Context: an optimization exercise on an open-source flow, tuned for small area and few clock cycles. The choices shown serve that exercise and are no tape-out recipe. Only simulation tests tie the RTL to the original design; equivalence was not proved. The flow treats the clock pin as an ideal source, which a real chip does not have. Power and IR drop assume default switching activity.

==> inputs of maple <==
// cas2wav
module cas2wav #(
    parameter [31:0] OUT_CAP = 32'd2097152,
    parameter [31:0] CAS_CAP = 32'd65536
) (
    input  wire        clk,
    input  wire        rst,           
    input  wire        reg_wr,
    input  wire [7:0]  reg_addr,
    input  wire [31:0] reg_wdata,
    output reg  [31:0] reg_rdata,
    output wire        cas_rd,
    output wire [31:0] cas_addr,
    input  wire [7:0]  cas_rdata,
    output wire        out_wr,
    output wire [31:0] out_addr,
    output wire [7:0]  out_wdata,
    output wire        done
);
    localparam [3:0] S_IDLE   = 4'd0,
                     S_SRD    = 4'd1,    
                     S_SCK    = 4'd2,    
                     S_CRD    = 4'd3,    
                     S_CCK    = 4'd4,    
                     S_SIL    = 4'd5,    
                     S_HDR    = 4'd6,    
                     S_DRD    = 4'd7,    
                     S_DCK    = 4'd8,    
                     S_BYTE   = 4'd9,    
                     S_FIN    = 4'd10;   
    reg [31:0] baud;
    reg [31:0] leadin_s;
    reg [31:0] cas_len;
    reg        done_r;
    reg [1:0]  errc;         
    reg [1:0]  mode;
    reg        mode_valid;
    reg [3:0]  st;
    reg [16:0] pos;          
    reg [3:0]  idx;          
    reg [1:0]  typ;          
    reg        cont;         
    reg        eof;
    reg [21:0] wp;           
    reg [4:0]  m;            
    reg        neg;
    reg        half;         
    reg [13:0] cnt;          
    reg        bw;           
    reg [8:0]  sr;           
    wire [12:0] sec = {idx, sr};
    reg        nochk;        
    wire busy = (st != S_IDLE);
    wire err  = (errc != 2'd0);
    assign done = done_r;
    wire a_hi0 = (reg_addr[7:5] == 3'd0) && (reg_addr[1:0] == 2'd0);
    wire [2:0] ra = reg_addr[4:2];
    wire [31:0] status = {21'd0, mode_valid, mode, 2'b00, errc, 1'b0, err, done_r, busy};
  ...
Settings: LEC_CHECK=0, CAP_MARGIN=20, CORE_MARGIN=2, CORE_UTILIZATION=40, SLEW_MARGIN=20; clock period 8.0 ns.
standard.sh (not shown) runs the stock make flow with config.mk's settings and CLKGATE_MAP_FILE= SYNTH_SCRIPT=/design/flow/synth_recipe.tcl, a recipe that flattens the netlist after the stock synthesis.
==> flow/flow/run.sh <==
#!/bin/bash
# The standard layout (standard.sh) with two changes made through ORFS's
# own hooks:
#  - after floorplan, the combinational logic is re-synthesized for area by
#    OpenROAD's restructure (ABC); registers are not touched;
#  - ports are buffered with the smallest buffer, buf_1, which the resizer
#    may still upsize.
# Each tool's output stays in its ORFS log; make's output goes to standard.log.
set -euo pipefail
W=$PWD
export OWN_FLOW_DIR=$W/flow
export POST_FLOORPLAN_TCL=$W/flow/restructure.tcl
export BUFFER_PORTS_ARGS="-buffer_cell sky130_fd_sc_hd__buf_1"
bash standard.sh > standard.log 2>&1
==> flow/flow/restructure.tcl <==
# Sourced at the end of ORFS's floorplan step (POST_FLOORPLAN_TCL).
# Re-synthesizes the combinational logic for area with OpenROAD's restructure.
# ABC there reads the liberty directly, so it gets a copy without the
# platform's don't-use cells.
set rs_lib [lindex $::env(LIB_FILES) 0]
set rs_dir $::env(OBJECTS_DIR)/restructure
file mkdir $rs_dir
exec python3 $::env(OWN_FLOW_DIR)/libfilter.py $rs_lib $rs_dir/no_dont_use.lib \
  {*}$::env(DONT_USE_CELLS) >& $rs_dir/libfilter.log
puts "restructure: area before [sta::format_area [rsz::design_area] 0]"
remove_buffers
set tielo "[lindex $::env(TIELO_CELL_AND_PORT) 0]/[lindex $::env(TIELO_CELL_AND_PORT) 1]"
set tiehi "[lindex $::env(TIEHI_CELL_AND_PORT) 0]/[lindex $::env(TIEHI_CELL_AND_PORT) 1]"
restructure -target area -liberty_file $rs_dir/no_dont_use.lib \
  -tielo_port $tielo -tiehi_port $tiehi -work_dir $rs_dir \
  -abc_logfile $rs_dir/abc.log
puts "restructure: area after [sta::format_area [rsz::design_area] 0]"
Other scripts of this flow, unchanged in this note and not shown: flow/flow/libfilter.py
==> delta: changes against maple <==
--- a/flow/design.v
+++ b/flow/design.v
@@ -92,30 +92,30 @@
     assign done = done_r;
     wire a_hi0 = (reg_addr[7:5] == 3'd0) && (reg_addr[1:0] == 2'd0);
     wire [2:0] ra = reg_addr[4:2];
     wire [31:0] status = {21'd0, mode_valid, mode, 2'b00, errc, 1'b0, err, done_r, busy};
     wire [21:0] out_len = (done_r && !err) ? wp : 22'd0;
+    wire sel_st  = a_hi0 && (ra == 3'd1);
+    wire sel_bd  = a_hi0 && (ra == 3'd2);
+    wire sel_li  = a_hi0 && (ra == 3'd3);
+    wire sel_cl  = a_hi0 && (ra == 3'd4);
+    wire sel_ol  = a_hi0 && (ra == 3'd5) && done_r && !err;
+    wire sel_oc  = a_hi0 && (ra == 3'd6);
     always @(*) begin
-        reg_rdata = 32'd0;
-        if (a_hi0) begin
-            case (ra)
-                3'd1: reg_rdata = status;
-                3'd2: reg_rdata = baud;
-                3'd3: reg_rdata = leadin_s;
-                3'd4: reg_rdata = cas_len;
-                3'd5: reg_rdata = {10'd0, out_len};
-                3'd6: reg_rdata = OUT_CAP;
-                default: ;
-            endcase
-        end
+        reg_rdata = ({32{sel_bd}} & baud) | ({32{sel_li}} & leadin_s) |
+                    ({32{sel_cl}} & cas_len) | ({32{sel_st}} & status) |
+                    {10'd0, {22{sel_ol}} & wp} | ({32{sel_oc}} & OUT_CAP);
     end
     wire ctrl_wr   = reg_wr && a_hi0 && (ra == 3'd0);
     wire srst      = ctrl_wr && reg_wdata[1];
     wire start     = ctrl_wr && !reg_wdata[1] && reg_wdata[0] && !busy;
-    wire config_ok = ((baud == 32'd1200) || (baud == 32'd2400)) &&
-                     ($signed(leadin_s) <= $signed(32'd6213)) &&
-                     (cas_len <= CAS_CAP);
+    reg  baud_ok, lead_ok, len_ok;
+    wire [31:0] wd = reg_wdata;
+    wire baud_ok_w = (wd[31:12] == 20'd0) && ((wd[11:0] == 12'd1200) || (wd[11:0] == 12'd2400));
+    wire lead_ok_w = wd[31] || ((wd[30:13] == 18'd0) && (wd[12:0] <= 13'd6213));
+    wire len_ok_w  = (wd[31:17] == 15'd0) && (!wd[16] || (wd[15:0] == 16'd0));
+    wire config_ok = baud_ok && lead_ok && len_ok;
     wire cfg_wr    = reg_wr && a_hi0 && !busy;
     wire k2 = baud[11];
     reg         c;
     reg         rb;
     wire [17:0] psum    = {pos, 1'b1} + {13'd0, idx, c};
@@ -176,10 +176,13 @@
                                           (cas_rdata == 8'hD3) ? 2'd3 : 2'd0)
                                        : ((cas_rdata == cls_b) ? typ : 2'd0);
     always @(posedge clk) begin
         if (rst) begin
             baud       <= 32'd1200;
+            baud_ok    <= 1'b1;
+            lead_ok    <= 1'b1;
+            len_ok     <= 1'b1;
             leadin_s   <= 32'd0;
             cas_len    <= 32'd0;
             done_r     <= 1'b0;
             errc       <= 2'd0;
             mode       <= 2'd0;
@@ -192,13 +195,13 @@
             mode_valid <= 1'b0;
             st         <= S_IDLE;
         end else begin
             if (cfg_wr) begin
                 case (ra)
-                    3'd2: baud     <= reg_wdata;
-                    3'd3: leadin_s <= reg_wdata;
-                    3'd4: cas_len  <= reg_wdata;
+                    3'd2: begin baud     <= reg_wdata; baud_ok <= baud_ok_w; end
+                    3'd3: begin leadin_s <= reg_wdata; lead_ok <= lead_ok_w; end
+                    3'd4: begin cas_len  <= reg_wdata; len_ok  <= len_ok_w;  end
                     default: ;
                 endcase
             end
             if (emit) begin
                 if (!ovf) wp <= wp + 22'd1;
==> flow/flow/run.sh (replaced) <==
#!/bin/bash
# The standard layout (standard.sh) with these changes made through ORFS's
# own hooks:
#  - after floorplan, the combinational logic is re-synthesized for area by
#    OpenROAD's restructure (ABC); registers are not touched;
#  - ports are buffered with the smallest buffer, buf_1, which the resizer
#    may still upsize;
#  - clock tree synthesis uses clkbuf_8 and no dummy loads; after it, a clock
#    buffer whose flip-flops would see a slew near the limit becomes clkbuf_16.
# Each tool's output stays in its ORFS log; make's output goes to standard.log.
set -euo pipefail
W=$PWD
export OWN_FLOW_DIR=$W/flow
export POST_FLOORPLAN_TCL=$W/flow/restructure.tcl
export POST_CTS_TCL=$W/flow/clock_fix.tcl
export BUFFER_PORTS_ARGS="-buffer_cell sky130_fd_sc_hd__buf_1"
export CTS_ARGS="-sink_clustering_enable -repair_clock_nets -buf_list sky130_fd_sc_hd__clkbuf_8 -dont_use_dummy_load"
bash standard.sh > standard.log 2>&1
==> flow/flow/clock_fix.tcl (new file) <==
set big sky130_fd_sc_hd__clkbuf_16
estimate_parasitics -placement
set n 0
foreach inst [get_cells -filter "ref_name == sky130_fd_sc_hd__clkbuf_8"] {
  set out [get_pins -of_objects $inst -filter "direction == output"]
  set worst 0
  foreach ld [get_pins -of_objects [get_nets -of_objects $out] -filter "direction == input"] {
    set s [get_property $ld slew_max]
    if { $s > $worst } { set worst $s }
  }
  if { $worst > 0.100 } {
    puts "clock_fix: [get_full_name $inst] slew [format %.3f $worst] -> $big"
    replace_cell $inst $big
    incr n
  }
}
puts "clock_fix: upsized $n clock buffers"
if { $n > 0 } {
  detailed_placement
  check_placement -verbose
  estimate_parasitics -placement
}
==> flow/flow/restructure.tcl (replaced) <==
# Sourced at the end of ORFS's floorplan step (POST_FLOORPLAN_TCL).
# Re-synthesizes the combinational logic for area with OpenROAD's restructure.
# ABC there reads the liberty directly, so it gets a copy without the
# platform's don't-use cells.
set rs_lib [lindex $::env(LIB_FILES) 0]
set rs_dir $::env(OBJECTS_DIR)/restructure
file mkdir $rs_dir
exec python3 $::env(OWN_FLOW_DIR)/libfilter.py $rs_lib $rs_dir/no_dont_use.lib \
  {*}$::env(DONT_USE_CELLS) >& $rs_dir/libfilter.log
puts "restructure: area before [sta::format_area [rsz::design_area] 0]"
remove_buffers
set tie_cell [lindex $::env(TIELO_CELL_AND_PORT) 0]
set tielo "$tie_cell/[lindex $::env(TIELO_CELL_AND_PORT) 1]"
set tiehi "[lindex $::env(TIEHI_CELL_AND_PORT) 0]/[lindex $::env(TIEHI_CELL_AND_PORT) 1]"

# Output ports driven by a tie cell, and which tie pin drives each. A later
# restructure pass can drop these ties, so they are put back afterwards.
set block [ord::get_db_block]
set port_ties [dict create]
foreach bt [$block getBTerms] {
  set net [$bt getNet]
  if { $net == "NULL" } { continue }
  foreach it [$net getITerms] {
    if { [$it isOutputSignal] && [[[$it getInst] getMaster] getName] == $tie_cell } {
      dict set port_ties [$bt getName] [[$it getMTerm] getName]
    }
  }
}

foreach pass {1 2 3} {
  restructure -target area -liberty_file $rs_dir/no_dont_use.lib \
    -tielo_port $tielo -tiehi_port $tiehi -work_dir $rs_dir \
    -abc_logfile $rs_dir/abc.log
  puts "restructure: area after pass $pass [sta::format_area [rsz::design_area] 0]"
}

proc net_has_driver { net } {
  foreach it [$net getITerms] {
    if { [$it isOutputSignal] } { return 1 }
  }
  foreach bt [$net getBTerms] {
    if { [$bt getIoType] == "INPUT" } { return 1 }
  }
  return 0
}

set tie_master [[ord::get_db] findMaster $tie_cell]
set n 0
dict for {port pin} $port_ties {
  set net [[$block findBTerm $port] getNet]
  if { ![net_has_driver $net] } {
    set inst [odb::dbInst_create $block $tie_master "restructure_tie_$n"]
    [$inst findITerm $pin] connect $net
    incr n
  }
}
puts "restructure: ties put back on $n output ports"

# nothing may be left undriven
foreach net [$block getNets] {
  if { [$net getSigType] != "SIGNAL" } { continue }
  if { [llength [$net getITerms]] + [llength [$net getBTerms]] < 2 } { continue }
  if { ![net_has_driver $net] } {
    error "restructure: net [$net getName] has no driver"
  }
}
==> flow/config.mk (replaced) <==
export PLATFORM = sky130hd
export DESIGN_NAME = cas2wav
export DESIGN_NICKNAME = cas2wav
export VERILOG_FILES = /design/flow/design.v
export SDC_FILE = /design/flow/constraint.sdc
export NUM_CORES = 4
export LEC_CHECK = 0
export ABC_AREA = 1
export CAP_MARGIN = 20
export CORE_MARGIN = 2
export CORE_UTILIZATION = 40
export CTS_BUF_LIST = sky130_fd_sc_hd__clkbuf_8
export SLEW_MARGIN = 20
==> flow_summary_export.csv <==
group,metric,value,unit
critical_path,critPathBufInv,11,
cts,clk_pin_slew,80,ps
placed_design,placedCellCount,2133,
yosys,netlist.area_leader.share,17.4,%
yosys,synth-simple-area-share,26.9,%
power,clkPwrFrac,20.5,%
cells_and_area,multi_input_gates,1056,
power,seqPwrFrac,33.5,%
yosys,synthMuxAreaShare,1.57,%
run_status,status,"complete, no violations",
die,start_util,40.6,%
cts,worstSkewPairLatency,460,ps
yosys,yosysSeqAreaShare,32.6,%
cells_and_area,clockNetworkAreaShare,4.55,%
global_route,grt_use_met3,4.41,%
die,dieArea,0.0365,sq mm
power,seq_cell_power,0.00151,W
power,switchingPower,0.00211,W
placed_design,place_hpwl,34000,microns
-- figures above: maple

==> flow_summary_export.csv <==
group,metric,value,unit
placed_design,place_hpwl,30300,microns
run_status,status,"complete, no violations",
cells_and_area,multi_input_gates,900,
yosys,netlist.area_leader.share,17.4,%
power,switchingPower,0.00110,W
cts,clk_pin_slew,90,ps
die,dieArea,0.0364,sq mm
power,seq_cell_power,0.00121,W
power,clkPwrFrac,20.7,%
yosys,synth-simple-area-share,31.9,%
yosys,yosysSeqAreaShare,33.1,%
yosys,synthMuxAreaShare,0,%
placed_design,placedCellCount,1947,
die,start_util,40.5,%
-- figures above: delta

Testbench counts of maple, summed over its fixed seeds: cycles 10,482,878.
Testbench counts of delta, summed over its fixed seeds: cycles 10,482,878.

==> afterwards: timing with drivers on the ports <==
Ports are ideal in the flow. The routed layouts listed here were re-timed in OpenROAD. Step 1 (the two cells are an assumption about what drives the block):
set clk [get_ports {clk}]
set_driving_cell -lib_cell sky130_fd_sc_hd__clkbuf_16 $clk
set_driving_cell -lib_cell sky130_fd_sc_hd__buf_2 [delete_from_list [all_inputs] $clk]
Step 2 moves the port delays by t, midway between the first and last clock arrival at a register: inputs arrive t later, outputs are due t later. That takes back most of the time a late clock gives input paths. Slacks: ideal ports / drivers / drivers and shift; pairs: ideal ports / drivers.
| run | shift t [ns] | setup slack, ns | hold slack, ns |
|---|---|---|---|
| maple | 0.508 | 0.630 / 0.579 / 1.087 | 0.457 / 0.457 / 0.457 |
| delta | 0.447 | 0.620 / 0.569 / 1.015 | 0.445 / 0.445 / 0.445 |
After both steps setup and hold are still met in every run listed.
